This design comes from an exercise in tuning for small area, a short achievable clock period and few clock cycles per item on the open sky130 flow, not from production work.
The RTL was checked by simulation tests, not by an equivalence proof against the original design.
The flow treats the clock pin as an ideal source, which a real chip does not have.

`design/flow/config.mk`:
```
export PLATFORM = sky130hd
export DESIGN_NAME = li_block_engine
export DESIGN_NICKNAME = li_block_engine
export VERILOG_FILES = /design/flow/design.v
export SDC_FILE = /design/flow/constraint.sdc
export NUM_CORES = 8
export LEC_CHECK = 0
export ABC_CLOCK_PERIOD_IN_PS = 3000
export CAP_MARGIN = 20
export CORE_MARGIN = 2
export CORE_UTILIZATION = 50
export PLACE_DENSITY = 0.6
export SETUP_SLACK_MARGIN = 5
export SLEW_MARGIN = 20
```
`design/flow/constraint.sdc`:
```
create_clock -name core_clock -period 10.0 [get_ports {clk}]
set_input_delay 2.0000 -clock core_clock [delete_from_list [all_inputs] [get_ports {clk}]]
set_output_delay 2.0000 -clock core_clock [all_outputs]
set_load 0.01 [all_outputs]
```
`design/flow/design.v`:
```
module li_inv8 (
  input  wire [7:0] a,
  output wire [7:0] y
);
  function automatic [3:0] m4(input [3:0] p, input [3:0] q);
    reg [3:0] r, t; integer k;
    begin
      r = 4'd0; t = p;
      for (k = 0; k < 4; k = k + 1) begin
        if (q[k]) r = r ^ t;
        t = {t[2:0], 1'b0} ^ (t[3] ? 4'h3 : 4'h0);
      end
      m4 = r;
    end
  endfunction
  wire [3:0] ah = a[7:4];
  wire [3:0] al = a[3:0];
  wire [3:0] n  = m4(m4(ah, ah), 4'd12) ^ m4(ah, al) ^ m4(al, al);
  reg  [3:0] ni;
  always @(*) begin
    case (n)
      4'd0: ni = 4'd0;
      4'd1: ni = 4'd1;
      4'd2: ni = 4'd9;
      4'd3: ni = 4'd14;
      4'd4: ni = 4'd13;
      4'd5: ni = 4'd11;
      4'd6: ni = 4'd7;
      4'd7: ni = 4'd6;
      4'd8: ni = 4'd15;
      4'd9: ni = 4'd2;
      4'd10: ni = 4'd12;
      4'd11: ni = 4'd5;
      4'd12: ni = 4'd10;
      4'd13: ni = 4'd4;
      4'd14: ni = 4'd3;
      4'd15: ni = 4'd8;
      default: ni = 4'd0;
    endcase
  end
  assign y = {m4(ah, ni), m4(ah ^ al, ni)};
endmodule
module li_ca_step (
  input  wire [127:0] grid,
  input  wire [19:0]  tab,
  input  wire         nbhd,
  input  wire         toroidal,
  input  wire [31:0]  gu,          
  input  wire [31:0]  gd,          
  output wire [127:0] grid_next
);
  wire [9:0] ta = tab[9:0];
  wire [9:0] tb = tab[19:10];
  wire [1:0] cs [0:127];    
  wire [1:0] xs [0:127];    
  genvar r, c;
  generate
    for (r = 0; r < 4; r = r + 1) begin : g_r
      for (c = 0; c < 32; c = c + 1) begin : g_c
        wire up = (r == 0) ? gu[c] : grid[(r-1)*32 + c];
        wire dn = (r == 3) ? gd[c] : grid[(r+1)*32 + c];
        wire me = grid[r*32 + c];
        assign cs[r*32 + c] = {(up & me) | (up & dn) | (me & dn), up ^ me ^ dn};
        assign xs[r*32 + c] = nbhd ? {1'b0, me} : cs[r*32 + c];
      end
    end
    for (r = 0; r < 4; r = r + 1) begin : g_r2
      for (c = 0; c < 32; c = c + 1) begin : g_c2
        localparam integer CL = (c + 31) % 32;
        localparam integer CR = (c + 1) % 32;
        wire [1:0] a = cs[r*32 + c];
        wire [1:0] b = (c == 0)  ? (xs[r*32 + CL] & {2{toroidal}}) : xs[r*32 + CL];
        wire [1:0] d = (c == 31) ? (xs[r*32 + CR] & {2{toroidal}}) : xs[r*32 + CR];
        wire s0  = a[0] ^ b[0] ^ d[0];
        wire k1  = (a[0] & b[0]) | (a[0] & d[0]) | (b[0] & d[0]);
        wire t1  = a[1] ^ b[1] ^ d[1];
        wire k2a = (a[1] & b[1]) | (a[1] & d[1]) | (b[1] & d[1]);
        wire s1  = t1 ^ k1;
        wire k2b = t1 & k1;
        wire s2  = k2a ^ k2b;
        wire s3  = k2a & k2b;
        wire me  = grid[r*32 + c];
        wire [4:0] p;
        genvar j;
        for (j = 0; j < 5; j = j + 1) begin : g_p
          assign p[j] = me ? (s0 ? tb[2*j+1] : tb[2*j]) : (s0 ? ta[2*j+1] : ta[2*j]);
        end
        wire q = s1 ? (s2 ? p[3] : p[1]) : (s2 ? p[2] : p[0]);
        assign grid_next[r*32 + c] = s3 ? p[4] : q;
      end
    end
  endgenerate
endmodule
module li_block_engine (
  input  wire         clk,
  input  wire         rst,         
  input  wire         start,       
  input  wire         decrypt,     
  input  wire [127:0] blk_in,
  input  wire [6:0]   rounds,      
  input  wire [5:0]   ca_steps,    
  input  wire         nbhd,        
  input  wire         toroidal,
  input  wire [31:0]  rule_base,
  output wire [6:0]   rk_idx,
  input  wire [127:0] rk,
  output wire         ready,
  output wire         done,
  output wire [127:0] blk_out
);
  function automatic [7:0] phi(input [7:0] x);
    begin
      phi[0] = x[0] ^ x[2];
      phi[1] = x[1] ^ x[2] ^ x[5] ^ x[6] ^ x[7];
      phi[2] = x[3];
      phi[3] = x[1] ^ x[3] ^ x[6] ^ x[7];
      phi[4] = x[1] ^ x[5] ^ x[7];
      phi[5] = x[2] ^ x[3];
      phi[6] = x[1] ^ x[4] ^ x[6] ^ x[7];
      phi[7] = x[5] ^ x[7];
    end
  endfunction
  function automatic [7:0] phiinv(input [7:0] x);
    begin
      phiinv[0] = x[0] ^ x[2] ^ x[5];
      phiinv[1] = x[4] ^ x[7];
      phiinv[2] = x[2] ^ x[5];
      phiinv[3] = x[2];
      phiinv[4] = x[2] ^ x[3] ^ x[6];
      phiinv[5] = x[1] ^ x[3] ^ x[5];
      phiinv[6] = x[1] ^ x[2] ^ x[4] ^ x[5];
      phiinv[7] = x[1] ^ x[3] ^ x[5] ^ x[7];
    end
  endfunction
  function automatic [7:0] aff(input [7:0] x);
    begin
      aff[0] = ~(x[0] ^ x[4] ^ x[5] ^ x[6] ^ x[7]);
      aff[1] = ~(x[0] ^ x[1] ^ x[5] ^ x[6] ^ x[7]);
      aff[2] = x[0] ^ x[1] ^ x[2] ^ x[6] ^ x[7];
      aff[3] = x[0] ^ x[1] ^ x[2] ^ x[3] ^ x[7];
      aff[4] = x[0] ^ x[1] ^ x[2] ^ x[3] ^ x[4];
      aff[5] = ~(x[1] ^ x[2] ^ x[3] ^ x[4] ^ x[5]);
      aff[6] = ~(x[2] ^ x[3] ^ x[4] ^ x[5] ^ x[6]);
      aff[7] = x[3] ^ x[4] ^ x[5] ^ x[6] ^ x[7];
    end
  endfunction
  function automatic [7:0] affinv(input [7:0] x);
    begin
      affinv[0] = ~(x[2] ^ x[5] ^ x[7]);
      affinv[1] = x[0] ^ x[3] ^ x[6];
      affinv[2] = ~(x[1] ^ x[4] ^ x[7]);
      affinv[3] = x[0] ^ x[2] ^ x[5];
      affinv[4] = x[1] ^ x[3] ^ x[6];
      affinv[5] = x[2] ^ x[4] ^ x[7];
      affinv[6] = x[0] ^ x[3] ^ x[5];
      affinv[7] = x[1] ^ x[4] ^ x[6];
    end
  endfunction
  reg [127:0] ib_blk;
  reg         ib_dec;
  reg  [6:0]  ib_rounds;
  reg         ib_valid;
  reg         cb_dec;
  reg  [5:0]  cb_steps;
  reg         cb_nbhd;
  reg         cb_tor;
  reg  [31:0] cb_rule;
  reg  [6:0]  cj_left;    
  reg  [6:0]  rk_idx_q;   
  reg [127:0] grid;       
  reg  [31:0] gu;         
  reg  [31:0] gd;         
  reg [127:0] rkc;        
  reg  [19:0] tab;        
  reg         rn_nbhd;
  reg         rn_tor;
  reg         ce_busy;    
  reg  [5:0]  ce_cnt;     
  reg         ce_last;    
  reg [127:0] kq;         
  reg         kfull;
  reg [127:0] st;         
  reg         ae_busy;    
  reg         ae_dec;
  reg         ae_phb;     
  reg  [6:0]  ae_left;    
  reg         ae_first;   
  reg         ae_lastb;   
  reg         done_q;
  wire ib_take = ~ae_busy & ib_valid;                   
  assign ready   = (cj_left == 7'd0) & (~ib_valid | ib_take);
  assign rk_idx  = rk_idx_q;
  assign done    = done_q;
  assign blk_out = st;
  wire acc = ready & start;
  wire [127:0] seed;      
  wire [127:0] step_o;
  genvar k;
  generate
    for (k = 0; k < 128; k = k + 1) begin : g_seed
      assign seed[k] = rk[127 - k];
    end
  endgenerate
  li_ca_step u_ca (
    .grid      (grid),
    .tab       (tab),
    .nbhd      (rn_nbhd),
    .toroidal  (rn_tor),
    .gu        (gu),
    .gd        (gd),
    .grid_next (step_o)
  );
  wire [127:0] kc = step_o ^ rkc;       
  wire [127:0] kb;                      
  generate
    for (k = 0; k < 128; k = k + 1) begin : g_kb
      assign kb[127 - k] = kc[k];
    end
  endgenerate
  wire        zero_job = (rk_idx_q == 7'd0);
  wire [31:0] rule_r   = cb_rule ^ {25'd0, rk_idx_q};
  wire [19:0] tab_r    = zero_job ? 20'd0
                       : {(cb_nbhd ? rule_r[13:4] : rule_r[17:8]), rule_r[9:0]};
  wire ae_consume = ae_busy & ae_phb & kfull;
  wire kslot      = ~kfull | ae_consume;
  wire last_step  = ce_busy & ce_last;
  wire ce_finish  = last_step & kslot;
  wire grid_free  = ~ce_busy | ce_finish;
  wire load       = (cj_left != 7'd0) & grid_free;
  always @(posedge clk) begin
    if (load) begin
      grid    <= seed;
      gu      <= seed[127:96] & {32{cb_tor}};
      gd      <= seed[31:0] & {32{cb_tor}};
      rkc     <= seed;
      tab     <= tab_r;
      rn_nbhd <= cb_nbhd;
      rn_tor  <= cb_tor;
    end else if (ce_busy & ~last_step) begin
      grid    <= step_o;
      gu      <= step_o[127:96] & {32{rn_tor}};
      gd      <= step_o[31:0] & {32{rn_tor}};
    end
  end
  always @(posedge clk) begin
    if (ce_finish)
      kq <= kb;
  end
  always @(posedge clk) begin
    if (ready) begin
      cb_dec   <= decrypt;
      cb_steps <= ca_steps;
      cb_nbhd  <= nbhd;
      cb_tor   <= toroidal;
      cb_rule  <= rule_base;
      ib_blk   <= blk_in;
      ib_dec   <= decrypt;
      ib_rounds <= rounds;
    end
  end
  always @(posedge clk) begin
    if (rst) begin
      ib_valid <= 1'b0;
      cj_left  <= 7'd0;
      rk_idx_q <= 7'd0;
      ce_busy  <= 1'b0;
      kfull    <= 1'b0;
    end else begin
      ib_valid <= acc | (ib_valid & ~ib_take);
      kfull    <= (kfull & ~ae_consume) | ce_finish;
      if (acc) begin
        cj_left  <= rounds + 7'd1;
        rk_idx_q <= decrypt ? rounds : 7'd0;
      end else if (load) begin
        cj_left <= cj_left - 7'd1;
        if (cb_dec)
          rk_idx_q <= zero_job ? 7'd0 : rk_idx_q - 7'd1;
        else
          rk_idx_q <= (cj_left == 7'd1) ? 7'd0 : rk_idx_q + 7'd1;
      end
      if (load) begin
        ce_busy <= 1'b1;
        ce_cnt  <= zero_job ? 6'd1 : cb_steps;
        ce_last <= zero_job | (cb_steps == 6'd1);
      end else begin
        if (ce_finish)
          ce_busy <= 1'b0;
        if (ce_busy & ~last_step) begin
          ce_cnt  <= ce_cnt - 6'd1;
          ce_last <= (ce_cnt == 6'd2);
        end
      end
    end
  end
  wire [127:0] inv_o;
  wire [127:0] sx;        
  wire [127:0] ib_c;      
  genvar i, c;
  generate
    for (i = 0; i < 16; i = i + 1) begin : g_inv
      li_inv8 u_inv (.a(phi(st[127 - 8*i -: 8])), .y(inv_o[127 - 8*i -: 8]));
      assign sx[127 - 8*i -: 8]   = phiinv(st[127 - 8*i -: 8]);
      assign ib_c[127 - 8*i -: 8] = phi(ib_blk[127 - 8*i -: 8]);
    end
  endgenerate
  function automatic [7:0] xt(input [7:0] a);    
    xt = {a[6:0], 1'b0} ^ (a[7] ? 8'h1b : 8'h00);
  endfunction
  function automatic [7:0] gmul(input [7:0] a, input [3:0] b);
    reg [7:0] a2, a4, a8;
    begin
      a2 = xt(a);
      a4 = xt(a2);
      a8 = xt(a4);
      gmul = (b[0] ? a : 8'h00) ^ (b[1] ? a2 : 8'h00) ^
             (b[2] ? a4 : 8'h00) ^ (b[3] ? a8 : 8'h00);
    end
  endfunction
  wire b_last = ae_lastb;
  wire b_id   = ae_dec ? b_last : ae_first;      
  wire b_mix  = ~ae_first & ~b_last;             
  wire [127:0] e_sub;     
  wire [127:0] e_shr;     
  wire [127:0] d_key = sx ^ kq;
  wire [127:0] d_pm;      
  wire [127:0] mx_i = ae_dec ? d_pm : e_shr;
  wire [127:0] mx_o;
  wire [127:0] d_lin = b_mix ? mx_o : d_key;
  wire [127:0] d_ish;
  wire [127:0] d_pre;     
  generate
    for (i = 0; i < 16; i = i + 1) begin : g_byte
      localparam integer R  = i % 4;
      localparam integer C  = i / 4;
      localparam integer FS = R + 4 * ((C + R) % 4);
      localparam integer IS = R + 4 * ((C + 4 - R) % 4);
      assign e_sub[127 - 8*i -: 8] = aff(sx[127 - 8*i -: 8]);
      assign e_shr[127 - 8*i -: 8] = e_sub[127 - 8*FS -: 8];
      assign d_ish[127 - 8*i -: 8] = d_lin[127 - 8*IS -: 8];
      assign d_pre[127 - 8*i -: 8] = affinv(d_ish[127 - 8*i -: 8]);
    end
    for (c = 0; c < 4; c = c + 1) begin : g_col
      wire [7:0] b0 = d_key[127 - 8*(4*c+0) -: 8];
      wire [7:0] b1 = d_key[127 - 8*(4*c+1) -: 8];
      wire [7:0] b2 = d_key[127 - 8*(4*c+2) -: 8];
      wire [7:0] b3 = d_key[127 - 8*(4*c+3) -: 8];
      wire [7:0] u  = xt(xt(b0 ^ b2));
      wire [7:0] v  = xt(xt(b1 ^ b3));
      assign d_pm[127 - 8*(4*c+0) -: 8] = b0 ^ u;
      assign d_pm[127 - 8*(4*c+1) -: 8] = b1 ^ v;
      assign d_pm[127 - 8*(4*c+2) -: 8] = b2 ^ u;
      assign d_pm[127 - 8*(4*c+3) -: 8] = b3 ^ v;
      wire [7:0] a0 = mx_i[127 - 8*(4*c+0) -: 8];
      wire [7:0] a1 = mx_i[127 - 8*(4*c+1) -: 8];
      wire [7:0] a2 = mx_i[127 - 8*(4*c+2) -: 8];
      wire [7:0] a3 = mx_i[127 - 8*(4*c+3) -: 8];
      assign mx_o[127 - 8*(4*c+0) -: 8] = gmul(a0, 4'd2) ^ gmul(a1, 4'd3) ^ a2 ^ a3;
      assign mx_o[127 - 8*(4*c+1) -: 8] = a0 ^ gmul(a1, 4'd2) ^ gmul(a2, 4'd3) ^ a3;
      assign mx_o[127 - 8*(4*c+2) -: 8] = a0 ^ a1 ^ gmul(a2, 4'd2) ^ gmul(a3, 4'd3);
      assign mx_o[127 - 8*(4*c+3) -: 8] = gmul(a0, 4'd3) ^ a1 ^ a2 ^ gmul(a3, 4'd2);
    end
  endgenerate
  wire [127:0] e_out = (b_mix ? mx_o : e_shr) ^ kq;
  wire [127:0] b_std = b_id ? d_key : (ae_dec ? d_pre : e_out);
  always @(posedge clk) begin
    if (~ae_busy)
      st <= ib_c;
    else if (~ae_phb)
      st <= inv_o;
    else if (kfull)
      st <= b_std;
  end
  always @(posedge clk) begin
    if (~ae_busy)
      ae_dec <= ib_dec;
  end
  always @(posedge clk) begin
    if (rst) begin
      ae_busy <= 1'b0;
      done_q  <= 1'b0;
    end else begin
      done_q <= 1'b0;
      if (~ae_busy) begin
        if (ib_valid) begin
          ae_busy  <= 1'b1;
          ae_phb   <= 1'b1;
          ae_left  <= ib_rounds + 7'd1;
          ae_first <= 1'b1;
          ae_lastb <= 1'b0;
        end
      end else if (~ae_phb) begin
        ae_phb <= 1'b1;
      end else if (kfull) begin
        ae_left  <= ae_left - 7'd1;
        ae_first <= 1'b0;
        ae_lastb <= (ae_left == 7'd2);
        if (ae_lastb) begin
          ae_busy <= 1'b0;
          done_q  <= 1'b1;
        end else begin
          ae_phb <= 1'b0;
        end
      end
    end
  end
endmodule
```
`design/flow/run.sh`:
```
#!/bin/bash
# synth_recipe.tcl (not shown) runs the flow's synth.tcl, then flattens the netlist and writes it again
# the make line also repeats each setting of config.mk as NAME=value (left out here)
make -C /OpenROAD-flow-scripts/flow DESIGN_CONFIG=/design/flow/config.mk WORK_HOME=/design/flow/orfs CLKGATE_MAP_FILE= SYNTH_SCRIPT=/design/flow/synth_recipe.tcl finish
```
==> results by group, run 1 <==
Run status
  • Status: no timing/DRC/antenna violations

Timing
  • Setup TNS: 0 ps
  • RSZ-0062 raised after global routing: true
  • Relative slew slack: 9.85%
  • Endpoints failing setup: 0
  • Final Max Slew Viols: 0
  • Final hold vios: 0
  • Min cycle time layout: 5170 ps
  • Clock skew: approximately 64 ps
  • Achievable Freq: 0.193 GHz
  • Final Cycle Share: 51.7%
  • Worst slew pin tran: 1340 ps

Setup path
  • CP arrival: 5800 ps
  • Stages on worst setup path: 14
  • R2R Path Start: st[81]
  • Max incr delay on CP: 640 ps
  • Buf+Inv Stages, Crit Path: 1
  • Critical Path Most Common Cell: xor2_1
  • Cell family with most CP delay: XOR/XNOR gates
  • CP Capture Type: register
  • Crit-path cells: buf_4, xnor2_4, xnor3_4, xnor3_1, o21ai_1, xor2_1, xnor3_1, xor2_1, nand2_1, mux2i_1, nor2_1, xor2_1, o21ai_0, o221ai_1
  • Worst-path maximum fanout: 11
  • R2r setup slk: 4830 ps
  • CP Launch Type: register
  • Worst EP required: 10630 ps
  • Reg2Reg Depth: 14
  • Worst R2R End: st[103]
  • Crit Path Class: reg -> reg
  • CP max-delay cell: xor2_1

Layout
  • Multi-input gate area: 85800 um^2
  • Filler cells: 19100
  • Final Non-Filler Cells: ~14000
  • Area delta synth->final: 14.8%
  • Layout Nets: roughly 12000
  • Layout cell share with drive strength beyond 1: 20.1%
  • Reg area: 23700 um^2
  • Commonest cells after routing, fill and taps aside: 1466 x xnor2_1, 785 x mux4_2, 778 x edfxtp_1
  • Leading cell type in the layout, fill and taps excluded: xnor2_1

Drt
  • Via density: 6.40
  • Vias after detailed routing: about 90000
  • Average wire per standard cell: between 30 and 40 um
  • Final ANT Viol Nets: 0
  • Drt drc: 0
  • Initial DRC count: 10700
  • Final wirelength: about 450000 um
  • First drt pass iteration count: 8

Synth
  • Count of cell types in the netlist: 104
  • Synth top area share: between 20% and 30%
  • Adder-cell share of the synthesized area: 11.4%
  • Syn Inst Count: about 11000
  • Largest family of logic cells by synthesized area: XOR/XNOR gates
  • Main area contributors after synthesis: edfxtp_1 21%, mux4_2 16%, xnor2_1 12%
  • Register area share after synthesis: between 20% and 30%
  • Post-synth net total: 11700
  • Async S/R FF share, synth: 0%
  • Yosys top cell by area: edfxtp_1
  • Synth Flop Type: edfxtp_1
  • Yosys warnings: 3
  • Post-Synth Simple-Gate Area: under 10%
  • Avg Cell Area, Syn: roughly 11 um^2
  • Mux cell area share after synthesis: 20.6%
  • Cell Area, Synth: 113000 um^2
  • Synth Area in XOR/XNOR: 25.3%
  • Post-synth EDFFs: between 700 and 800
  • Yosys reg bits: 797
  • Synth Area in Compound Gates: 8.03%

Floorplanning
  • Starting Density: 50.2%
  • Core area: 224000 um^2
  • Horiz. Die Dim: about 480 um
  • Die height: ~480 um
  • I/O pin count: about 440
  • Die Footprint: 229000 um^2
  • # rows: around 170

Placed design
  • Placed cell count: 13400
  • RePlAce Congestion: between 1 and 1.5
  • PortBufs: roughly 430
  • Post-DP HPWL: 330000 um

Clock tree
  • Hold-fix buffer count after cts: 0
  • Worst skew pair latency: 820 ps
  • Clock Pin Slew Worst Setup and Hold Paths: roughly 60 ps
  • H-tree depth: 3
  • Number of buffers created by CTS: approximately 110
  • CTS tree: done
  • Root buffer cell: clkbuf_16
  • Clk buf depth: 3
  • Clock sink count: approximately 800

GRT
  • Largest net degree at the start of global routing: just under 200
  • Global route overflow: 0
  • Antenna violations before repair: 29
  • All-Layer GR Usage: roughly two fifths
  • Number of global-route vias before repair: 87100
  • First-pass GRT wire length: about 640000 um

Min path
  • HP Class: reg -> reg
  • Hold Path Depth: 2
  • Worst Hold Path EP: cj_left[6]
  • Worst Min Path Start: cj_left[6]

Run
  • # Max-Cap Violations: 0
cells by family (layout without fill, tap and decap cells):
logic type / count (synthesis) / count (layout)
adder cells (fa/ha/maj): 795 / 795
multiplexers: 1320 / 1322
AO/OA/AOI/OAI: 1439 / 1440
XOR/XNOR: 2667 / 2667
flip-flops: 797 / 797
other: 0 / 12
AND/OR/NAND/NOR: 1935 / 1935
buffers and inverters: 1680 / 2029
worst min-delay path: cells and delay by family (launching register included):
| kind | cells | cell delay (ps) |
|---|---|---|
| AO/OA/AOI/OAI | 2 | 110 |
| flip-flops | 1 | 330 |
stage by stage:
step	cell area (um^2)	util (%)	worst slack [ps]	hold slack [ps]
detailed placement	119000	53.1	3550	474
CTS	126000	56.3	4900	483
floorplan	113000	-	4250	417
finish	129000	57.6	4830	484
global route	129000	57.6	4850	500
global placement	119000	53.1	3680	474
sequential cells by signal, summed over array words and instances, names as in the netlist, 6 cells and up:
register,cells
cj_left,7
cb_rule,18
rk_idx_q,7
kq,128
st,128
ib_rounds,7
ce_cnt,6
gu,32
cb_steps,6
gd,32
grid,128
ib_blk,128
tab,20
rkc,128
ae_left,7
worst max path at each step:
| stage | endpoint | startpoint | slack [ps] |
|---|---|---|---|
| 2_1_floorplan | ce_cnt[0] | ae_busy | 4250 |
| 3_3_place_gp | st[91] | st[89] | 3680 |
| 3_5_place_dp | st[93] | st[89] | 3550 |
| 4_1_cts | st[121] | st[127] | 4900 |
| 5_1_grt | st[66] | st[70] | 4850 |
| 6_report | st[103] | st[81] | 4830 |
repair_timing:
| item | CTS | global route |
|---|---|---|
| resized for setup | 252 | 254 |
| setup buffers | 258 | 151 |
| cloned | 0 | 3 |
| setup endpoints to repair | 132 | 154 |
| pin swaps | 40 | 83 |
| hold endpoints to repair | 0 | 0 |
cells in the mapped netlist, types with 113 or more instances:
cell type and n:
buf_2 113, edfxtp_1 778, o21ai_0 326, inv_1 778, fa_1 384, mux4_2 785, xnor3_1 229, nand2b_1 178
nand2_1 568, xnor2_1 1606, nor2_1 783, xor2_1 659, clkbuf_1 697, ha_1 410, a21oi_1 468, mux2i_1 470
per-layer routing:
metal / up-vias / GRT usage (%) / share of wire, %
met5: - / 0 / 0.030
met3: 1209 / 7.43 / 9.8
met1: 44900 / 49.0 / 37
met4: 20 / 24.8 / 8.0
li1: 37900 / - / -
met2: 5523 / 60.7 / 46
final cells by class:
| type | instances | share of cell area (%) |
|---|---|---|
| Multi-Input combinational cell | 8159 | 66.4 |
| Sequential cell | 797 | 18.4 |
| Timing Repair Buffer | 1035 | 7.14 |
| Tap cell | 2992 | 2.90 |
| Inverter | 798 | 2.33 |
| Clock buffer | 120 | 2.10 |
| Clock inverter | 76 | 0.695 |
| Antenna cell | 12 | 0.0232 |
Testbench counts, summed over its fixed seeds: cycles 99,556, blocks 3,200.
==> inputs of run 2 (changes only) <==
--- a/design/flow/design.v
+++ b/design/flow/design.v
@@ -247,7 +247,7 @@
       kq <= kb;
   end
   always @(posedge clk) begin
-    if (ready) begin
+    if (acc) begin
       cb_dec   <= decrypt;
       cb_steps <= ca_steps;
       cb_nbhd  <= nbhd;
--- a/design/flow/config.mk
+++ b/design/flow/config.mk
@@ -5,7 +5,7 @@
 export SDC_FILE = /design/flow/constraint.sdc
 export NUM_CORES = 8
 export LEC_CHECK = 0
-export ABC_CLOCK_PERIOD_IN_PS = 3000
+export ABC_CLOCK_PERIOD_IN_PS = 4000
 export CAP_MARGIN = 20
 export CORE_MARGIN = 2
 export CORE_UTILIZATION = 50
==> results by group, run 2 <==
Clock tree
  • Clk buf depth: 3 (unchanged)
  • Clock Pin Slew Worst Setup and Hold Paths: 70 ps (was 60 ps)
  • Clock sink count: 797 (unchanged)
  • Worst skew pair latency: 820 ps (about the same)
  • Root buffer cell: clkbuf_16 (unchanged)
  • Number of buffers created by CTS: 105 (unchanged)
  • CTS tree: done (unchanged)
  • H-tree depth: 3 (unchanged)

Drt
  • Average wire per standard cell: 32.7 um (was 32.4 um)
  • Initial DRC count: 11600 (was 10700)
  • Drt drc: 0 (unchanged)
  • First drt pass iteration count: 6 (was 8)
  • Final wirelength: 461000 um (was 453000 um)
  • Final ANT Viol Nets: 0 (unchanged)
  • Vias after detailed routing: 91500 (was 89600)
  • Via density: 6.50 (was 6.40)

Layout
  • Commonest cells after routing, fill and taps aside: 1512 x xnor2_1, 782 x mux4_2, 778 x edfxtp_1 (was 1466 x xnor2_1, 785 x mux4_2, 778 x edfxtp_1)
  • Filler cells: 19300 (was 19100)
  • Layout cell share with drive strength beyond 1: 19.8% (was 20.1%)
  • Leading cell type in the layout, fill and taps excluded: xnor2_1 (unchanged)
  • Layout Nets: 12100 (was 12000)
  • Area delta synth->final: 14.2% (was 14.8%)
  • Final Non-Filler Cells: 14100 (was 14000)

Timing
  • Achievable Freq: 0.198 GHz (was 0.193 GHz)
  • Relative slew slack: 14.6% (was 9.85%)
  • Endpoints failing setup: 0 (unchanged)
  • Worst slew pin tran: 1270 ps (was 1340 ps)
  • Final Max Slew Viols: 0 (unchanged)
  • RSZ-0062 raised after global routing: true (unchanged)
  • Final Cycle Share: 50.6% (was 51.7%)
  • Final WS setup: 4940 ps (was 4830 ps)
  • Setup TNS: 0 ps (unchanged)
  • Final hold vios: 0 (unchanged)
  • Clock skew: 68.8 ps (was 63.9 ps)
  • Min cycle time layout: 5060 ps (was 5170 ps)

Synth
  • Main area contributors after synthesis: edfxtp_1 21%, mux4_2 16%, xnor2_1 13% (was edfxtp_1 21%, mux4_2 16%, xnor2_1 12%)
  • Yosys reg bits: 797 (unchanged)
  • Synth Flop Type: edfxtp_1 (unchanged)
  • Cell with the most instances after synthesis: xnor2_1 (unchanged)
  • Yosys top cell by area: edfxtp_1 (unchanged)
  • Yosys warnings: 3 (unchanged)
  • Register area share after synthesis: 20.9% (was 21.1%)
  • Count of cell types in the netlist: 111 (was 104)
  • Post-synth EDFFs: 778 (unchanged)
  • Post-synth top cells: 1645 x xnor2_1, 782 x mux4_2, 781 x inv_1, 779 x nor2_1, 778 x edfxtp_1 (was 1606 x xnor2_1, 785 x mux4_2, 783 x nor2_1, 778 x edfxtp_1, 778 x inv_1)
  • Post-synth net total: 11900 (was 11700)
  • Async S/R FF share, synth: 0% (unchanged)
  • Avg Cell Area, Syn: 10.5 um^2 (was 10.6 um^2)
  • Cell Area, Synth: 114000 um^2 (was 113000 um^2)
  • Synth top area share: 20.6% (was 20.8%)
  • Syn Inst Count: 10800 (was 10600)

GRT
  • Antenna violations before repair: 32 (was 29)
  • Global route overflow: 0 (unchanged)
  • First-pass GRT wire length: 654000 um (was 639000 um)
  • All-Layer GR Usage: 39.2% (was 38.7%)
  • Largest net degree at the start of global routing: 166 (was 193)
  • Number of global-route vias before repair: 89100 (was 87100)

Setup path
  • R2r setup slk: 4940 ps (was 4830 ps)
  • Crit Path Class: reg -> reg (unchanged)
  • Worst-path maximum fanout: 11 (unchanged)
  • Worst EP required: 10520 ps (was 10630 ps)
  • CP Launch Type: register (unchanged)
  • CP Capture Type: register (unchanged)
  • CP arrival: 5580 ps (was 5800 ps)
  • Reg2Reg Depth: 13 (was 14)

Run
  • # Max-Cap Violations: 0 (unchanged)

Floorplanning
  • Core area: 225000 um^2 (was 224000 um^2)
  • Horiz. Die Dim: 480 um (was 478 um)
  • Starting Density: 50.4% (was 50.2%)
  • # rows: 174 (unchanged)
  • Die height: 480 um (was 478 um)
  • Die Footprint: 231000 um^2 (was 229000 um^2)
  • I/O pin count: 444 (unchanged)

Placed design
  • Post-DP HPWL: 329000 um (was 330000 um)
  • Place WS: 3380 ps (was 3550 ps)
  • Placed cell count: 13500 (was 13400)
  • RePlAce Congestion: 1.05 (was 1.03)
  • PortBufs: 429 (unchanged)

Run status
  • Status: no timing/DRC/antenna violations (unchanged)

Min path
  • HP Class: reg -> reg (unchanged)
  • Hold Path Depth: 2 (unchanged)
[run 2: cell count changes in the layout (fill, tap and decap cells not counted), sizes merged, moves of 14 or more]
cell	before	now
xor2	691	716
a211oi	56	36
xnor2	1685	1743
a21oi	474	518
xnor3	237	203
nand2	568	527
a31oi	31	51
nor3	70	90
o22ai	82	68
o21ai	369	412
buf	606	581
[run 2: path summary, 6_finish.rpt]
kind	start	endpoint
hold / removal	ib_valid	ib_valid
setup / recovery	st[81]	st[127]
setup reg to reg	st[81]	st[127]
hold reg to reg	ib_valid	ib_valid
[run 2: per-stage QoR]
| step | utilization (%) | hold slack (ps) | cell area [um^2] |
|---|---|---|---|
| after CTS | 56.3 | 465 | 127000 |
| after global placement | 53.2 | 455 | 120000 |
| after detailed placement | 53.2 | 457 | 120000 |
| after floorplan | - | 417 | 114000 |
| final | 57.5 | 473 | 130000 |
| after global routing | 57.5 | 506 | 130000 |
[run 2: worst max-delay path, stage by stage (launching register included)]
cell and delay, ps:
edfxtp_1 450, buf_4 320, xor2_2 580, xnor2_1 210, xor2_1 650, mux2i_1 400
xor2_1 260, xnor2_1 370, xnor2_2 230, xnor2_1 310, xnor2_1 160, a21oi_1 80
o21ai_0 500, o221ai_1 220
[run 2: layer usage]
layer  global-route usage [%]  vias to the layer above  routed length (um)  share of wire [%]
met3                     9.08                     1400               50800                 11
met2                     61.0                     5918              207000                 45
met5                    0.373                        -                 214              0.046
met4                     26.1                       16               39100                8.5
met1                     48.8                    45700              164000                 36
li1                         -                    38400                   -                  -
[run 2: cells by family (layout without fill, tap and decap cells)]
logic type	after synthesis	in the layout	share of synthesized area (%)
XOR/XNOR	2713	2713	25.1
AND/OR/NAND/NOR	1928	1928	7.65
buffers and inverters	1699	1998	5.94
AO/OA/AOI/OAI	1524	1525	8.42
multiplexers	1327	1329	20.6
adder cells (fa/ha/maj)	800	800	11.3
flip-flops	797	797	20.9
other	0	8	0
[run 2: cell type report]
class                      count  area [um^2]  area share, %
tap                         2992         3740           2.89
clock inverter                79          971          0.749
antenna                        8         20.0         0.0154
multi-input combinational   8295        86400           66.6
clock buffer                 118         2700           2.08
timing repair buffer        1011         9100           7.02
sequential                   797        23700           18.3
inverter                     790         2980           2.30
[run 2: timing repair]
item                                    CTS  global route
setup buffers                           223           150
resized for setup                       257           250
gates cloned                              1             3
pin swaps                                29            75
endpoints found under the setup margin  144           214
hold buffers                              0             0
Testbench counts of run 2, summed over its fixed seeds: cycles 99,556, blocks 3,200.
==> inputs of run 3 (changes only) <==
--- a/design/flow/design.v
+++ b/design/flow/design.v
@@ -247,7 +247,7 @@
       kq <= kb;
   end
   always @(posedge clk) begin
-    if (acc) begin
+    if (ready) begin
       cb_dec   <= decrypt;
       cb_steps <= ca_steps;
       cb_nbhd  <= nbhd;
==> design/flow/flow/run.sh (new file) <==
#!/bin/bash
# The standard layout (standard.sh), run in two parts:
#  1. synthesis to clock-tree synthesis, setup repair aiming at 5 ns of slack
#     on the 10 ns clock, then one more repair pass through ORFS's
#     POST_CTS_TCL hook (flow/post_cts.tcl);
#  2. global route to the end, its setup repair aiming at 5.3 ns of slack.
# make's output goes to standard_1.log and standard_2.log; each ORFS step
# keeps its own log under orfs/logs.
set -euo pipefail
export POST_CTS_TCL="$PWD/flow/post_cts.tcl"
SETUP_SLACK_MARGIN=5 bash standard.sh cts > standard_1.log 2>&1
SETUP_SLACK_MARGIN=5.3 bash standard.sh > standard_2.log 2>&1
==> design/flow/flow/post_cts.tcl (new file) <==
# Sourced by ORFS cts.tcl after its own repair, before 4_1_cts.odb is written.
# One more setup repair: aim at 6 ns of slack on the 10 ns clock, at most 700
# moves, no gate cloning; then legalize the placement again.
log_cmd repair_timing -setup -setup_margin 6 -repair_tns 100 -max_iterations 700 \
  -skip_gate_cloning -verbose
set result [catch { detailed_placement } msg]
if { $result != 0 } {
  error "Detailed placement failed after the extra repair: $msg"
}
check_placement -verbose
report_worst_slack
report_design_area
==> design/flow/standard.sh (new file) <==
#!/bin/bash
# synth_recipe.tcl (not shown) runs the flow's synth.tcl, then flattens the netlist and writes it again
# the make line also repeats each setting of config.mk as NAME=value (left out here)
make -C /OpenROAD-flow-scripts/flow DESIGN_CONFIG=/design/flow/config.mk WORK_HOME=/design/flow/orfs CLKGATE_MAP_FILE= SYNTH_SCRIPT=/design/flow/synth_recipe.tcl "${@:-finish}"
--- a/design/flow/config.mk
+++ b/design/flow/config.mk
@@ -10,5 +10,4 @@
 export CORE_MARGIN = 2
 export CORE_UTILIZATION = 50
 export PLACE_DENSITY = 0.6
-export SETUP_SLACK_MARGIN = 5
 export SLEW_MARGIN = 20
removed: design/flow/run.sh
==> results by group, run 3 <==
Setup path
  • Reg2Reg Depth: 16 (was 13)
  • CP arrival: 5300 ps (was 5580 ps)
  • Worst R2R End: st[42] (was st[127])
  • Worst-path maximum fanout: 4 (was 11)
  • Worst EP required: 10510 ps (was 10520 ps)
  • R2R Path Start: st[7] (was st[81])
  • Crit Path Class: reg -> reg (unchanged)
  • CP Launch Type: register (unchanged)
  • R2r setup slk: 5210 ps (was 4940 ps)
  • CP Capture Type: register (unchanged)

Floorplanning
  • Core area: 224000 um^2 (was 225000 um^2)
  • Horiz. Die Dim: 478 um (was 480 um)
  • Die height: 478 um (was 480 um)
  • Die Footprint: 229000 um^2 (was 231000 um^2)
  • I/O pin count: 444 (unchanged)
  • # rows: 174 (unchanged)
  • Starting Density: 50.2% (was 50.4%)

Timing
  • Setup TNS: 0 ps (unchanged)
  • Endpoints failing setup: 0 (unchanged)
  • RSZ-0062 raised after global routing: true (unchanged)
  • Relative slew slack: 20.2% (was 14.6%)
  • Final hold vios: 0 (unchanged)
  • Final Max Slew Viols: 0 (unchanged)
  • Worst slew pin tran: 1190 ps (was 1270 ps)
  • Min cycle time layout: 4790 ps (was 5060 ps)
  • Hold Slack: 483 ps (was 473 ps)
  • Clock skew: 51.0 ps (was 68.8 ps)
  • Final Cycle Share: 47.9% (was 50.6%)
  • Achievable Freq: 0.209 GHz (was 0.198 GHz)

Drt
  • Average wire per standard cell: 32.4 um (was 32.7 um)
  • Via density: 6.42 (was 6.50)
  • Final ANT Viol Nets: 0 (unchanged)
  • Initial DRC count: 10800 (was 11600)
  • Vias after detailed routing: 91500 (about the same)
  • Final wirelength: 461000 um (about the same)
  • Drt drc: 0 (unchanged)
  • First drt pass iteration count: 7 (was 6)

Layout
  • Layout Nets: 12200 (was 12100)
  • Commonest cells after routing, fill and taps aside: 1370 x xnor2_1, 785 x mux4_2, 778 x edfxtp_1 (was 1512 x xnor2_1, 782 x mux4_2, 778 x edfxtp_1)
  • Layout cell share with drive strength beyond 1: 24.8% (was 19.8%)
  • Area delta synth->final: 19.6% (was 14.2%)
  • Leading cell type in the layout, fill and taps excluded: xnor2_1 (unchanged)
  • Filler cells: 18500 (was 19300)

Synth
  • Async S/R FF share, synth: 0% (unchanged)
  • Cell with the most instances after synthesis: xnor2_1 (unchanged)
  • Syn Inst Count: 10600 (was 10800)
  • Post-synth EDFFs: 778 (unchanged)
  • Avg Cell Area, Syn: 10.6 um^2 (was 10.5 um^2)
  • Yosys top cell by area: edfxtp_1 (unchanged)
  • Cell Area, Synth: 113000 um^2 (was 114000 um^2)
  • Post-synth net total: 11700 (was 11900)
  • Main area contributors after synthesis: edfxtp_1 21%, mux4_2 16%, xnor2_1 12% (was edfxtp_1 21%, mux4_2 16%, xnor2_1 13%)
  • Synth top area share: 20.8% (was 20.6%)
  • Post-synth top cells: 1606 x xnor2_1, 785 x mux4_2, 783 x nor2_1, 778 x edfxtp_1, 778 x inv_1 (was 1645 x xnor2_1, 782 x mux4_2, 781 x inv_1, 779 x nor2_1, 778 x edfxtp_1)
  • Yosys reg bits: 797 (unchanged)
  • Synth Flop Type: edfxtp_1 (unchanged)
  • Register area share after synthesis: 21.1% (was 20.9%)
  • Yosys warnings: 3 (unchanged)
  • Count of cell types in the netlist: 104 (was 111)

GRT
  • Antenna violations before repair: 27 (was 32)
  • Largest net degree at the start of global routing: 193 (was 166)
  • All-Layer GR Usage: 39.3% (was 39.2%)
  • Number of global-route vias before repair: 88900 (was 89100)
  • First-pass GRT wire length: 650000 um (was 654000 um)
  • Global route overflow: 0 (unchanged)

Clock tree
  • Worst skew pair latency: 820 ps (about the same)
  • Clock sink count: 797 (unchanged)
  • Clock Pin Slew Worst Setup and Hold Paths: 60 ps (was 70 ps)
  • CTS tree: done (unchanged)

Min path
  • Worst Min Path Start: cj_left[6] (was ib_valid)
  • Hold Path Depth: 2 (unchanged)
  • Worst Hold Path EP: cj_left[6] (was ib_valid)
  • HP Class: reg -> reg (unchanged)

Placed design
  • Post-DP HPWL: 330000 um (was 329000 um)
  • PortBufs: 429 (unchanged)
  • RePlAce Congestion: 1.03 (was 1.05)

Run
  • # Max-Cap Violations: 0 (unchanged)

Run status
  • Status: no timing/DRC/antenna violations (unchanged)
[run 3: cell types whose count changed in the layout (fill, tap and decap cells not counted), sizes merged, moves of 34 or more]
cell   change
nand2     +41
xnor3     +34
xnor2     -58
buf      +269
a21oi     -44
o21ai     -43
[run 3: cell families (layout without fill, tap and decap cells)]
group / count (synthesis) / count (layout) / synth area share [%]
adder cells (fa/ha/maj): 795 / 795 / 11.4
AND/OR/NAND/NOR: 1935 / 1935 / 7.69
AO/OA/AOI/OAI: 1439 / 1439 / 8.03
flip-flops: 797 / 797 / 21.1
buffers and inverters: 1680 / 2279 / 5.82
XOR/XNOR: 2667 / 2667 / 25.3
multiplexers: 1320 / 1325 / 20.6
other: 0 / 14 / 0
[run 3: how the worst max path moves through the flow]
stage | slack [ps] | to | startpoint
5_1_grt | 5090 | st[123] | st[126]
3_5_place_dp | 3550 | st[93] | st[89]
2_1_floorplan | 4250 | ce_cnt[0] | ae_busy
3_3_place_gp | 3680 | st[91] | st[89]
6_report | 5210 | st[42] | st[7]
[run 3: stage by stage]
step,cells,worst slack [ps],util [%],cell area [um^2]
2_1_floorplan,10600,4250,-,113000
3_3_place_gp,13400,3680,53.1,119000
3_5_place_dp,13400,3550,53.1,119000
5_1_grt,14200,5090,60.0,135000
6_report,14200,5210,60.0,135000
[run 3: worst max-delay path, cell delays in order, from the launching register on]
cell,delay [ps]
edfxtp_1,350
buf_4,190
buf_4,150
buf_4,150
xor2_1,240
xnor2_1,140
xnor2_1,890
xnor2_1,130
a21oi_1,440
xnor3_1,440
xnor2_2,220
nand2_2,170
o21ai_2,180
xor2_1,260
xnor2_1,130
o21ai_1,280
o221ai_1,170
[run 3: final cells by class]
| type | count | area [um^2] | share of cell area [%] |
|---|---|---|---|
| multi-input combinational | 8161 | 88800 | 66.0 |
| sequential | 797 | 23700 | 17.7 |
| timing repair buffer | 1285 | 11600 | 8.63 |
| tap | 2992 | 3740 | 2.78 |
| inverter | 798 | 3030 | 2.25 |
| clock buffer | 120 | 2720 | 2.02 |
| clock inverter | 76 | 898 | 0.668 |
| antenna | 14 | 35.0 | 0.0260 |
[run 3: metal layers]
layer | part of all wire (%) | track usage [%]
met1 | 36 | 49.6
met2 | 46 | 61.7
met3 | 10 | 7.72
met4 | 8.2 | 25.2
met5 | 0.020 | 0
Testbench counts of run 3, summed over its fixed seeds: cycles 99,556, blocks 3,200.
==> inputs of run 4 (changes only) <==
--- a/design/flow/config.mk
+++ b/design/flow/config.mk
@@ -11,3 +11,4 @@
 export CORE_UTILIZATION = 50
 export PLACE_DENSITY = 0.6
 export SLEW_MARGIN = 20
+export TNS_END_PERCENT = 10
==> results by group, run 4 <==
Layout
  • Commonest cells after routing, fill and taps aside: 1436 x xnor2_1, 785 x mux4_2, 778 x edfxtp_1 (was 1370 x xnor2_1, 785 x mux4_2, 778 x edfxtp_1)
  • Layout cell share with drive strength beyond 1: 21.9% (was 24.8%)
  • Filler cells: 18800 (was 18500)
  • Area delta synth->final: 16.5% (was 19.6%)
  • Core Util, Final: 58.4% (was 60.0%)
  • Leading cell type in the layout, fill and taps excluded: xnor2_1 (unchanged)
  • Layout Nets: 12100 (was 12200)

Synth
  • Main area contributors after synthesis: edfxtp_1 21%, mux4_2 16%, xnor2_1 12% (unchanged)
  • Count of cell types in the netlist: 104 (unchanged)
  • Avg Cell Area, Syn: 10.6 um^2 (unchanged)
  • Yosys top cell by area: edfxtp_1 (unchanged)
  • Synth top area share: 20.8% (unchanged)
  • Synth Flop Type: edfxtp_1 (unchanged)
  • Cell Area, Synth: 113000 um^2 (unchanged)
  • Syn Inst Count: 10600 (unchanged)
  • Cell with the most instances after synthesis: xnor2_1 (unchanged)
  • Async S/R FF share, synth: 0% (unchanged)
  • Post-synth net total: 11700 (unchanged)
  • Post-synth EDFFs: 778 (unchanged)
  • Post-synth top cells: 1606 x xnor2_1, 785 x mux4_2, 783 x nor2_1, 778 x edfxtp_1, 778 x inv_1 (unchanged)
  • Register area share after synthesis: 21.1% (unchanged)
  • Yosys warnings: 3 (unchanged)
  • Yosys reg bits: 797 (unchanged)

Clock tree
  • CTS tree: done (unchanged)
  • Clock Pin Slew Worst Setup and Hold Paths: 60 ps (about the same)
  • Clock sink count: 797 (unchanged)
  • Worst skew pair latency: 850 ps (was 820 ps)

Drt
  • Final wirelength: 457000 um (was 461000 um)
  • Final ANT Viol Nets: 0 (unchanged)
  • Initial DRC count: 9870 (was 10800)
  • Vias after detailed routing: 90300 (was 91500)
  • Via density: 6.41 (was 6.42)
  • First drt pass iteration count: 6 (was 7)
  • Average wire per standard cell: 32.5 um (was 32.4 um)
  • Drt drc: 0 (unchanged)

GRT
  • All-Layer GR Usage: 39.0% (was 39.3%)
  • Antenna violations before repair: 31 (was 27)
  • Global route overflow: 0 (unchanged)
  • Largest net degree at the start of global routing: 181 (was 193)
  • First-pass GRT wire length: 647000 um (was 650000 um)
  • Met1 global-route usage: 49.0% (was 49.6%)
  • Met2 usage: 61.4% (was 61.7%)
  • Number of global-route vias before repair: 88000 (was 88900)
  • GRT busiest layer: met2 (unchanged)
  • Met3 Use GR: 9.04% (was 7.72%)

Min path
  • Worst Min Path Start: cb_tor (was cj_left[6])
  • HP Class: reg -> reg (unchanged)
  • Hold Path Depth: 0 (was 2)
  • Worst Hold Path EP: rn_tor (was cj_left[6])

Floorplanning
  • Die height: 478 um (unchanged)
  • Core area: 224000 um^2 (unchanged)
  • # rows: 174 (unchanged)
  • Die Footprint: 229000 um^2 (unchanged)
  • I/O pin count: 444 (unchanged)
  • Starting Density: 50.2% (unchanged)
  • Horiz. Die Dim: 478 um (unchanged)

Placed design
  • Place WS: 3500 ps (was 3550 ps)
  • PortBufs: 429 (unchanged)
  • Post-DP HPWL: 324000 um (was 330000 um)
  • RePlAce Congestion: 1.03 (about the same)

Setup path
  • Worst EP required: 10630 ps (was 10510 ps)
  • CP Launch Type: register (unchanged)
  • R2R Path Start: st[34] (was st[7])
  • R2r setup slk: 5040 ps (was 5210 ps)
  • Max incr delay on CP: 590 ps (was 890 ps)
  • CP Capture Type: register (unchanged)
  • Critical Path Most Common Cell: xnor3_1 (was xnor2_1)
  • Crit-path cells: buf_4, xor3_2, xnor3_1, xnor3_1, xnor3_1, mux2_2, xnor3_1, xnor2_2, a21oi_2, xor2_1, a21oi_1, o21ai_0, a31oi_1 (was buf_4, buf_4, buf_4, xor2_1, xnor2_1, xnor2_1, xnor2_1, a21oi_1, xnor3_1, xnor2_2, nand2_2, o21ai_2, xor2_1, xnor2_1, o21ai_1, o221ai_1)
  • Crit Path Class: reg -> reg (unchanged)
  • CP arrival: 5590 ps (was 5300 ps)
  • Reg2Reg Depth: 13 (was 16)
  • Worst R2R End: st[36] (was st[42])
  • Worst-path maximum fanout: 7 (was 4)
  • CP max-delay cell: xor3_2 (was xnor2_1)

Timing
  • Clock skew: 77.9 ps (was 51.0 ps)
  • Final Max Slew Viols: 0 (unchanged)
  • Final WS setup: 5040 ps (was 5210 ps)
  • Min cycle time layout: 4960 ps (was 4790 ps)
  • Setup TNS: 0 ps (unchanged)
  • Final hold vios: 0 (unchanged)
  • Achievable Freq: 0.201 GHz (was 0.209 GHz)
  • Relative slew slack: 12.8% (was 20.2%)
  • Final Cycle Share: 49.6% (was 47.9%)
  • RSZ-0062 raised after global routing: true (unchanged)
  • Endpoints failing setup: 0 (unchanged)
  • Worst slew pin tran: 1300 ps (was 1190 ps)

Run status
  • Status: no timing/DRC/antenna violations (unchanged)

Run
  • # Max-Cap Violations: 0 (unchanged)
-- run 4: cell counts after synthesis --
Identical to the previous run, type by type.
-- run 4: worst max path at each step --
| stage | start | to | slack [ps] | cells after the start |
|---|---|---|---|---|
| 2_1_floorplan | ae_busy | ce_cnt[0] | 4250 | 8 |
| 3_3_place_gp | st[95] | st[93] | 3680 | 19 |
| 3_5_place_dp | st[27] | st[24] | 3500 | 18 |
| 6_report | st[34] | st[36] | 5040 | 13 |
| 5_1_grt | st[18] | st[21] | 5050 | 18 |
-- run 4: kinds of logic after synthesis --
kind of cell,share of synthesized area [%]
and+or+nand+nor,7.69
DFF,21.1
muxes,20.6
xor gates and xnor gates,25.3
AOI/OAI and AO/OA,8.03
buffers and inverters,5.82
adders and majority gates,11.4
-- run 4: final cells by class --
class | count | area, um^2 | area share, %
diodes | 13 | 32.5 | 0.0248
clock buffers | 111 | 2600 | 1.98
clock inverters | 80 | 932 | 0.711
inverters | 798 | 3010 | 2.30
multi-input cells | 8156 | 86800 | 66.2
flip-flops and latches | 797 | 23700 | 18.1
well taps | 2992 | 3740 | 2.86
repair buffers | 1135 | 10200 | 7.79
-- run 4: worst max-delay path, delay by kind of cell, from the launching register on --
family | cells | cell delay (ps)
xor gates and xnor gates | 7 | 2640
AOI/OAI and AO/OA | 4 | 1000
DFF | 1 | 490
muxes | 1 | 350
buffers and inverters | 1 | 300
-- run 4: stage by stage --
stage                     instance area, um^2  std cells  hold WS (ps)
after global placement                 119000      13400           428
final                                  131000      14100           440
after floorplan                        113000      10600           417
after global routing                   131000      14100           451
after detailed placement               119000      13400           435
-- run 4: layer usage --
layer / vias to the layer above / share of wire (%)
met2: 5415 / 46
li1: 38100 / -
met1: 45500 / 36
met5: - / 0.028
met4: 20 / 7.5
met3: 1228 / 10
==> inputs of run 5 (changes only) <==
==> design/flow/flow/run.sh (replaced) <==
#!/bin/bash
# The standard layout (standard.sh, every step) with one more setup-repair
# pass at the end of clock-tree synthesis, through ORFS's POST_CTS_TCL hook
# (flow/post_cts.tcl).  make's output goes to standard.log; each ORFS step
# keeps its own log under orfs/logs.
set -euo pipefail
export POST_CTS_TCL="$PWD/flow/post_cts.tcl"
bash standard.sh > standard.log 2>&1
--- a/design/flow/config.mk
+++ b/design/flow/config.mk
@@ -8,7 +8,7 @@
 export ABC_CLOCK_PERIOD_IN_PS = 4000
 export CAP_MARGIN = 20
 export CORE_MARGIN = 2
-export CORE_UTILIZATION = 50
-export PLACE_DENSITY = 0.6
+export CORE_UTILIZATION = 40
+export PLACE_DENSITY = 0.5
+export SETUP_SLACK_MARGIN = 5
 export SLEW_MARGIN = 20
-export TNS_END_PERCENT = 10
==> results by group, run 5 <==
Run status
  • Status: no timing/DRC/antenna violations (unchanged)

Timing
  • Final Max Slew Viols: 0 (unchanged)
  • Achievable Freq: 0.203 GHz (was 0.201 GHz)
  • Final Cycle Share: 49.3% (was 49.6%)
  • Final hold vios: 0 (unchanged)
  • Clock skew: 70.2 ps (was 77.9 ps)
  • Final WS setup: 5070 ps (was 5040 ps)
  • Worst slew pin tran: 1250 ps (was 1300 ps)
  • Min cycle time layout: 4930 ps (was 4960 ps)
  • Hold Slack: 490 ps (was 440 ps)
  • RSZ-0062 raised after global routing: false (was true)
  • Setup TNS: 0 ps (unchanged)
  • Relative slew slack: 16.5% (was 12.8%)
  • Endpoints failing setup: 0 (unchanged)

Drt
  • Drt drc: 0 (unchanged)
  • Initial DRC count: 10000 (was 9870)
  • Final wirelength: 482000 um (was 457000 um)
  • Average wire per standard cell: 32.7 um (was 32.5 um)
  • First drt pass iteration count: 8 (was 6)
  • Final ANT Viol Nets: 0 (unchanged)
  • Via density: 6.05 (was 6.41)
  • Vias after detailed routing: 89100 (was 90300)

Synth
  • Cell with the most instances after synthesis: xnor2_1 (unchanged)
  • Post-synth top cells: 1606 x xnor2_1, 785 x mux4_2, 783 x nor2_1, 778 x edfxtp_1, 778 x inv_1 (unchanged)
  • Synth Flop Type: edfxtp_1 (unchanged)
  • Avg Cell Area, Syn: 10.6 um^2 (unchanged)
  • Cell Area, Synth: 113000 um^2 (unchanged)
  • Post-synth net total: 11700 (unchanged)
  • Yosys reg bits: 797 (unchanged)
  • Main area contributors after synthesis: edfxtp_1 21%, mux4_2 16%, xnor2_1 12% (unchanged)
  • Synth top area share: 20.8% (unchanged)
  • Yosys top cell by area: edfxtp_1 (unchanged)
  • Yosys warnings: 3 (unchanged)
  • Syn Inst Count: 10600 (unchanged)
  • Register area share after synthesis: 21.1% (unchanged)
  • Count of cell types in the netlist: 104 (unchanged)
  • Post-synth EDFFs: 778 (unchanged)
  • Async S/R FF share, synth: 0% (unchanged)

Floorplanning
  • Horiz. Die Dim: 534 um (was 478 um)
  • # rows: 194 (was 174)
  • Core area: 280000 um^2 (was 224000 um^2)
  • Die height: 534 um (was 478 um)
  • Starting Density: 40.2% (was 50.2%)
  • Die Footprint: 286000 um^2 (was 229000 um^2)
  • I/O pin count: 444 (unchanged)

Layout
  • Finished Cell Area: 132000 um^2 (was 131000 um^2)
  • Commonest cells after routing, fill and taps aside: 1446 x xnor2_1, 785 x mux4_2, 778 x edfxtp_1 (was 1436 x xnor2_1, 785 x mux4_2, 778 x edfxtp_1)
  • Layout cell share with drive strength beyond 1: 21.0% (was 21.9%)
  • Area delta synth->final: 16.9% (was 16.5%)
  • Leading cell type in the layout, fill and taps excluded: xnor2_1 (unchanged)
  • Layout Nets: 12000 (was 12100)

GRT
  • Largest net degree at the start of global routing: 167 (was 181)
  • Global route overflow: 0 (unchanged)
  • All-Layer GR Usage: 33.1% (was 39.0%)
  • First-pass GRT wire length: 679000 um (was 647000 um)
  • Number of global-route vias before repair: 87700 (was 88000)
  • Antenna violations before repair: 44 (was 31)

Setup path
  • CP Launch Type: register (unchanged)
  • CP arrival: 5510 ps (was 5590 ps)
  • CP Capture Type: register (unchanged)
  • Crit Path Class: reg -> reg (unchanged)
  • Worst-path maximum fanout: 13 (was 7)
  • R2r setup slk: 5070 ps (was 5040 ps)
  • Reg2Reg Depth: 14 (was 13)
  • Worst EP required: 10580 ps (was 10630 ps)

Clock tree
  • Clock Pin Slew Worst Setup and Hold Paths: 60 ps (about the same)
  • Worst skew pair latency: 890 ps (was 850 ps)
  • CTS tree: done (unchanged)
  • Clock sink count: 797 (unchanged)

Placed design
  • Post-DP HPWL: 348000 um (was 324000 um)
  • Placed inst area: 120000 um^2 (was 119000 um^2)
  • Place WS: 3560 ps (was 3500 ps)
  • PortBufs: 429 (unchanged)
  • RePlAce Congestion: 1.03 (about the same)

Min path
  • Hold Path Depth: 2 (was 0)
  • HP Class: reg -> reg (unchanged)

Run
  • # Max-Cap Violations: 0 (unchanged)
-- run 5: cell counts after synthesis --
Identical to the previous run, type by type.
-- run 5: area by class of cell --
| class | instances | area, um^2 |
|---|---|---|
| Tap cell | 3724 | 4660 |
| Clock buffer | 126 | 2860 |
| Fill cell | 25800 | 148000 |
| Inverter | 798 | 3020 |
| Clock inverter | 74 | 1020 |
| Multi-Input combinational cell | 8158 | 86600 |
| Sequential cell | 797 | 23700 |
| Timing Repair Buffer | 1041 | 9660 |
| Antenna cell | 19 | 47.5 |
-- run 5: worst paths after layout --
check             startpoint          to
setup reg to reg      st[74]     st[103]
hold reg to reg   cj_left[6]  cj_left[6]
hold / removal    cj_left[6]  cj_left[6]
setup / recovery      st[74]     st[103]
-- run 5: cell families after synthesis --
logic type               synth area share (%)
AND/OR/NAND/NOR                          7.69
flip-flops                               21.1
buffers and inverters                    5.82
adder cells (fa/ha/maj)                  11.4
AO/OA/AOI/OAI                            8.03
XOR/XNOR                                 25.3
multiplexers                             20.6
-- run 5: critical path, cell delays in order, from the launching register on --
cell and delay, ps:
edfxtp_1 550, buf_4 280, xnor2_2 230, xnor2_2 510, xnor3_1 430, mux2i_2 360
xor2_1 360, xnor3_1 310, xor2_2 190, or2_0 250, mux2i_2 280, nor2_1 150
xor2_1 280, o21ai_2 320, o221ai_1 160
-- run 5: through the flow --
stage          std cells  utilization (%)
6_report           14700             47.1
5_1_grt            14700             47.1
3_5_place_dp       14100             42.9
3_3_place_gp       14100             42.9
2_1_floorplan      10600                -
-- run 5: layer usage --
layer | up-vias | global-route usage, % | part of all wire [%] | wire [um]
li1 | 38000 | - | - | -
met1 | 45400 | 42.4 | 39 | 186000
met2 | 4785 | 53.4 | 46 | 224000
met3 | 910 | 5.97 | 8.6 | 41600
met4 | 24 | 17.6 | 6.3 | 30500
met5 | - | 0 | 0.036 | 172
==> inputs of run 6 (changes only) <==
--- a/design/flow/config.mk
+++ b/design/flow/config.mk
@@ -8,7 +8,7 @@
 export ABC_CLOCK_PERIOD_IN_PS = 4000
 export CAP_MARGIN = 20
 export CORE_MARGIN = 2
-export CORE_UTILIZATION = 40
-export PLACE_DENSITY = 0.5
+export CORE_UTILIZATION = 50
+export PLACE_DENSITY = 0.6
 export SETUP_SLACK_MARGIN = 5
 export SLEW_MARGIN = 20
==> results by group, run 6 <==
Run status
  • Status: no timing/DRC/antenna violations (unchanged)

Synth
  • Count of cell types in the netlist: 104 (unchanged)
  • Async S/R FF share, synth: 0% (unchanged)
  • Post-synth top cells: 1606 x xnor2_1, 785 x mux4_2, 783 x nor2_1, 778 x edfxtp_1, 778 x inv_1 (unchanged)
  • Cell with the most instances after synthesis: xnor2_1 (unchanged)
  • Syn Inst Count: 10600 (unchanged)
  • Main area contributors after synthesis: edfxtp_1 21%, mux4_2 16%, xnor2_1 12% (unchanged)
  • Yosys top cell by area: edfxtp_1 (unchanged)
  • Yosys warnings: 3 (unchanged)
  • Post-synth net total: 11700 (unchanged)
  • Yosys reg bits: 797 (unchanged)
  • Post-synth EDFFs: 778 (unchanged)
  • Cell Area, Synth: 113000 um^2 (unchanged)
  • Synth Flop Type: edfxtp_1 (unchanged)
  • Register area share after synthesis: 21.1% (unchanged)
  • Synth top area share: 20.8% (unchanged)
  • Avg Cell Area, Syn: 10.6 um^2 (unchanged)

GRT
  • Number of global-route vias before repair: 88900 (was 87700)
  • First-pass GRT wire length: 650000 um (was 679000 um)
  • Largest net degree at the start of global routing: 193 (was 167)
  • Global route overflow: 0 (unchanged)
  • All-Layer GR Usage: 39.3% (was 33.1%)
  • Antenna violations before repair: 29 (was 44)

Layout
  • Area delta synth->final: 15.8% (was 16.9%)
  • Core Util, Final: 58.1% (was 47.1%)
  • Commonest cells after routing, fill and taps aside: 1448 x xnor2_1, 785 x mux4_2, 778 x edfxtp_1 (was 1446 x xnor2_1, 785 x mux4_2, 778 x edfxtp_1)
  • Leading cell type in the layout, fill and taps excluded: xnor2_1 (unchanged)
  • Layout cell share with drive strength beyond 1: 20.9% (was 21.0%)
  • Layout Nets: 12000 (about the same)

Timing
  • Achievable Freq: 0.205 GHz (was 0.203 GHz)
  • Final hold vios: 0 (unchanged)
  • Clock skew: 51.6 ps (was 70.2 ps)
  • Relative slew slack: 23.8% (was 16.5%)
  • RSZ-0062 raised after global routing: true (was false)
  • Worst slew pin tran: 1130 ps (was 1250 ps)
  • Final Max Slew Viols: 0 (unchanged)
  • Setup TNS: 0 ps (unchanged)
  • Endpoints failing setup: 0 (unchanged)
  • Final Cycle Share: 48.9% (was 49.3%)
  • Min cycle time layout: 4890 ps (was 4930 ps)

Floorplanning
  • Starting Density: 50.2% (was 40.2%)
  • I/O pin count: 444 (unchanged)
  • Horiz. Die Dim: 478 um (was 534 um)
  • Die height: 478 um (was 534 um)
  • # rows: 174 (was 194)
  • Die Footprint: 229000 um^2 (was 286000 um^2)
  • Core area: 224000 um^2 (was 280000 um^2)

Placed design
  • RePlAce Congestion: 1.03 (about the same)
  • PortBufs: 429 (unchanged)
  • Post-DP HPWL: 330000 um (was 348000 um)

Setup path
  • Worst EP required: 10570 ps (was 10580 ps)
  • Reg2Reg Depth: 14 (unchanged)
  • CP Capture Type: register (unchanged)
  • Crit Path Class: reg -> reg (unchanged)
  • Worst-path maximum fanout: 16 (was 13)
  • CP Launch Type: register (unchanged)
  • CP arrival: 5450 ps (was 5510 ps)

Drt
  • Drt drc: 0 (unchanged)
  • Final ANT Viol Nets: 0 (unchanged)
  • Vias after detailed routing: 90000 (was 89100)
  • Via density: 6.42 (was 6.05)
  • Average wire per standard cell: 32.5 um (was 32.7 um)
  • Initial DRC count: 10700 (was 10000)
  • First drt pass iteration count: 6 (was 8)
  • Final wirelength: 456000 um (was 482000 um)

Clock tree
  • Clock sink count: 797 (unchanged)
  • Worst skew pair latency: 820 ps (was 890 ps)
  • Clock Pin Slew Worst Setup and Hold Paths: 80 ps (was 60 ps)
  • CTS tree: done (unchanged)

Run
  • # Max-Cap Violations: 0 (unchanged)

Min path
  • Hold Path Depth: 2 (unchanged)
  • HP Class: reg -> reg (unchanged)
## run 6: changes by cell type in the layout (fill, tap and decap cells not counted), moves of 11 or more
cell,before,now
buf_12,49,38
buf_4,536,586
buf_6,19,4
mux2i_1,402,416
xor2_1,602,590
xor2_2,49,66
## run 6: critical path, cell delays in order (launching register included)
cell and delay, ps:
edfxtp_1 460, buf_4 310, xor2_2 250, xor3_2 450
buf_4 200, xnor3_1 400, mux2i_4 360, xnor2_4 220
xnor3_1 280, xnor3_1 240, mux2i_1 280, xor2_2 500
o221ai_1 210, o211a_1 180, a221o_1 260
## run 6: path summary, 6_finish.rpt
kind | start | endpoint | slack, ps
worst max-delay path | st[83] | st[83] | 5110
worst min-delay path | cj_left[6] | cj_left[6] | 480
worst max register to register | st[83] | st[83] | 5110
worst min register to register | cj_left[6] | cj_left[6] | 480
## run 6: area by class of cell
cell class	instances	area (um^2)
Antenna cell	12	30.0
Clock buffer	120	2720
Sequential cell	797	23700
Tap cell	2992	3740
Clock inverter	76	898
Inverter	798	3010
Fill cell	18900	94000
Multi-Input combinational cell	8156	86400
Timing Repair Buffer	1067	9700
## run 6: metrics by stage
step / std cells / instance area, um^2 / setup WS [ps] / hold slack, ps
2_1_floorplan: 10600 / 113000 / 4250 / 417
3_3_place_gp: 13400 / 119000 / 3680 / 474
3_5_place_dp: 13400 / 119000 / 3550 / 474
5_1_grt: 14000 / 130000 / 4950 / 500
6_report: 14000 / 130000 / 5110 / 484
## run 6: kinds of logic (layout without fill, tap and decap cells)
| group | Yosys count | count (layout) | synth area share (%) |
|---|---|---|---|
| adder cells (fa/ha/maj) | 795 | 795 | 11.4 |
| buffers and inverters | 1680 | 2061 | 5.82 |
| AO/OA/AOI/OAI | 1439 | 1439 | 8.03 |
| other | 0 | 12 | 0 |
| XOR/XNOR | 2667 | 2667 | 25.3 |
| flip-flops | 797 | 797 | 21.1 |
| multiplexers | 1320 | 1320 | 20.6 |
| AND/OR/NAND/NOR | 1935 | 1935 | 7.69 |
## run 6: routing by layer
metal,vias to the layer above,GRT usage (%),share of wire [%]
met5,-,0,0.025
met4,16,25.2,8.1
met3,1261,7.72,9.7
met2,5551,61.7,46
met1,45200,49.6,37
li1,38000,-,-

re-timing with driven ports:
Ports are ideal in the flow. The routed layouts listed here were re-timed in OpenROAD. Step 1 (the two cells are an assumption about what drives the block):
set clk [get_ports {clk}]
set_driving_cell -lib_cell sky130_fd_sc_hd__clkbuf_16 $clk
set_driving_cell -lib_cell sky130_fd_sc_hd__buf_2 [delete_from_list [all_inputs] $clk]
Step 2 adds t to the input delays and takes it off the output delays; t is the mean of the earliest and latest rising clock arrival at the registers after step 1. Input paths then give back, and output paths get back, about the clock's delay inside the block. a / b / c = no drivers / after step 1 / after step 2; a / b = the first two.
run	shift t [ns]	setup slack, ns	hold WS [ns]	pins driven straight from the clock port
run 1	0.891	4.829 / 4.829 / 4.829	0.484 / 0.484 / 0.484	1
run 2	0.885	4.942 / 4.942 / 4.942	0.473 / 0.473 / 0.473	1
run 3	0.891	5.210 / 5.210 / 5.210	0.483 / 0.483 / 0.483	1
run 4	0.913	5.037 / 5.037 / 5.037	0.440 / 0.440 / 0.440	1
run 5	0.972	5.067 / 5.067 / 5.067	0.490 / 0.490 / 0.490	1
run 6	0.889	5.114 / 5.114 / 5.114	0.484 / 0.484 / 0.484	1
After both steps every run listed still meets setup and hold.
